Background: an optimization exercise with open tools, aiming at small area, a short achievable clock period and few clock cycles per item. Do not read the settings as production practice. Only simulation tests tie the RTL to the original design; equivalence was not proved. Power figures rest on the tool's default switching activity, not on a simulated workload.

run 1:
## iac_core
module iac_core (
    input  wire        clk,
    input  wire        rst,
    input  wire        cmd_valid,
    output reg         cmd_ready,
    input  wire [31:0] cmd,
    input  wire [63:0] cursor,
    input  wire [3:0]  coil_in,
    input  wire [31:0] now_ms,
    output reg         rsp_valid,
    output reg  [1:0]  rsp_status,
    output reg  [88:0] rsp_data,
    output reg         ent_valid,
    output reg  [36:0] ent_data,
    output wire [3:0]  coil_out,
    output reg         coil_wr,
    output wire        drv_power,
    output wire        drv_moving_o,
    output wire [15:0] tick_ms
);
==> flow/config.mk <==
export PLATFORM = sky130hd
export DESIGN_NAME = iac_core
export DESIGN_NICKNAME = iac_core
export VERILOG_FILES = /design/flow/design.v
export SDC_FILE = /design/flow/constraint.sdc
export NUM_CORES = 4
export LEC_CHECK = 0
export ABC_CLOCK_PERIOD_IN_PS = 3000
export CAP_MARGIN = 20
export CORE_MARGIN = 2
export CORE_UTILIZATION = 55
export PLACE_DENSITY = 0.65
export SLEW_MARGIN = 20
==> flow/constraint.sdc <==
create_clock -name core_clock -period 10.0 [get_ports {clk}]
set_input_delay 2.0000 -clock core_clock [delete_from_list [all_inputs] [get_ports {clk}]]
set_output_delay 2.0000 -clock core_clock [all_outputs]
set_load 0.01 [all_outputs]
standard.sh (not shown) runs the stock make flow with config.mk's settings and CLKGATE_MAP_FILE= SYNTH_SCRIPT=/design/flow/synth_recipe.tcl, a recipe that flattens the netlist after the stock synthesis.
==> flow/flow/run.sh <==
#!/bin/bash
# The standard layout (the standard flow's constraints and clock period) with:
#  - plain buf_4 port buffers instead of the delay buffers buffer_ports
#    picks by default,
#  - clock tree sinks clustered in somewhat larger groups and no dummy loads.
set -euo pipefail
bash standard.sh "BUFFER_PORTS_ARGS=-buffer_cell sky130_fd_sc_hd__buf_4" \
    "CTS_ARGS=-sink_clustering_enable -repair_clock_nets -dont_use_dummy_load -sink_clustering_size 20 -sink_clustering_max_diameter 60" \
    SETUP_SLACK_MARGIN=6.5 finish > standard_make.log 2>&1
Testbench counts of run 1, summed over its fixed seeds: cycles 32,015, commands 24,000.
## Diff of input files: run 2 against run 1
Settings: changing CORE_UTILIZATION from 55 to 60; changing PLACE_DENSITY from 0.65 to 0.7.
==> flow/flow/run.sh <==
#!/bin/bash
set -euo pipefail
bash standard.sh "BUFFER_PORTS_ARGS=-buffer_cell sky130_fd_sc_hd__buf_4" \
    SETUP_SLACK_MARGIN=6.5 finish > standard_make.log 2>&1
==> comparison <==
- Run 2 went all the way through the flow, and no timing, DRC or antenna check failed.
- Run 1 went all the way through synthesis, placement and routing and the layout is clean on timing, DRC and antenna.
- Going from run 1 to run 2, final cell count level; number of clock buffers in the layout moved up; global-route track usage on met2 moved up; overall routed net length moved down.
- The highest fanout seen on the critical path in run 2 sits 2 below the value recorded for run 1.
- Total core area was lower in the run labelled run 2.
- Run 2 vs run 1 on leakage power: run 2 is the higher one.
- Pin count of the biggest net entering global routing grows by a little under 10% when moving from run 1 to run 2.
Modified inputs, run 3 compared to run 2
==> flow/flow/run.sh <==
#!/bin/bash
# The standard layout (the standard flow's constraints and clock period) with:
#  - plain buf_4 port buffers instead of the delay buffers buffer_ports
#    picks by default,
#  - clock tree sinks clustered in somewhat larger groups and no dummy loads.
set -euo pipefail
bash standard.sh "BUFFER_PORTS_ARGS=-buffer_cell sky130_fd_sc_hd__buf_4" \
    "CTS_ARGS=-sink_clustering_enable -repair_clock_nets -dont_use_dummy_load -sink_clustering_size 20 -sink_clustering_max_diameter 60" \
    SETUP_SLACK_MARGIN=6.75 finish > standard_make.log 2>&1
[summary]
The area taken by flip-flops and latches on run 3 is in line with that on run 2. Routed wire length of run 2 is on par with run 3. Required arrival time at the worst endpoint ends up higher on run 2. Run 2 was larger in final cell area than run 3. Run 3 against run 2: number of inserted diodes shows an increase of 2; maximum number of pins on one net before global-route repair shows a reduction of 18. Comparing run 2 and run 3, setup slack is higher on run 2. Run 3 vs. run 2: register bit count reported by yosys ~0 delta, relative area of clock buffers and inverters in the final design -2.7 points.
Changes in run 4 relative to run 3:
-- flow/flow/run.sh --
<<< run 3, line 8
    "CTS_ARGS=-sink_clustering_enable -repair_clock_nets -dont_use_dummy_load -sink_clustering_size 20 -sink_clustering_max_diameter 60" \
    SETUP_SLACK_MARGIN=6.75 finish > standard_make.log 2>&1
>>> run 4, line 8
    "CTS_ARGS=-sink_clustering_enable -repair_clock_nets -dont_use_dummy_load -sink_clustering_size 20 -sink_clustering_max_diameter 60" \
    SETUP_SLACK_MARGIN=6.5 finish > standard_make.log 2>&1
## What came out
- Run 4 went all the way through synthesis, placement and routing and the layout is clean on timing, DRC and antenna.
- Run 4 improves on run 3 in worst setup margin.
- Going from run 3 to run 4, layout overhead on the synthesized area fell by 1.5 points; worst-case headroom to the max-slew limit down 5.7 points.

-- re-timing with driven ports --
Ports are ideal in the flow. The routed layouts listed here were re-timed in OpenROAD.
Step 1: set_driving_cell puts a clkbuf_16 on clk and a buf_2 on each other input, an assumption about the parent block.
Step 2 moves the port delays by t, midway between the first and last clock arrival at a register: inputs arrive t later, outputs are due t later. That takes back most of the time a late clock gives input paths.
a / b / c = ideal ports / drivers / drivers and shift; a / b = the first two.
| run | t, ns | slack for setup (ns) | hold slack, ns | worst register clock-pin slew, ns |
|---|---|---|---|---|
| run 1 | 0.832 | 6.257 / 6.269 / 5.437 | 0.464 / 0.464 / 0.464 | 0.08 / 0.08 |
| run 2 | 0.869 | 6.286 / 6.324 / 5.466 | 0.469 / 0.469 / 0.469 | 0.07 / 0.07 |
| run 3 | 0.806 | 6.267 / 6.281 / 5.514 | 0.468 / 0.468 / 0.468 | 0.08 / 0.08 |
| run 4 | 0.809 | 6.292 / 6.325 / 5.537 | 0.468 / 0.468 / 0.468 | 0.09 / 0.09 |
After both steps every run listed still meets setup and hold.
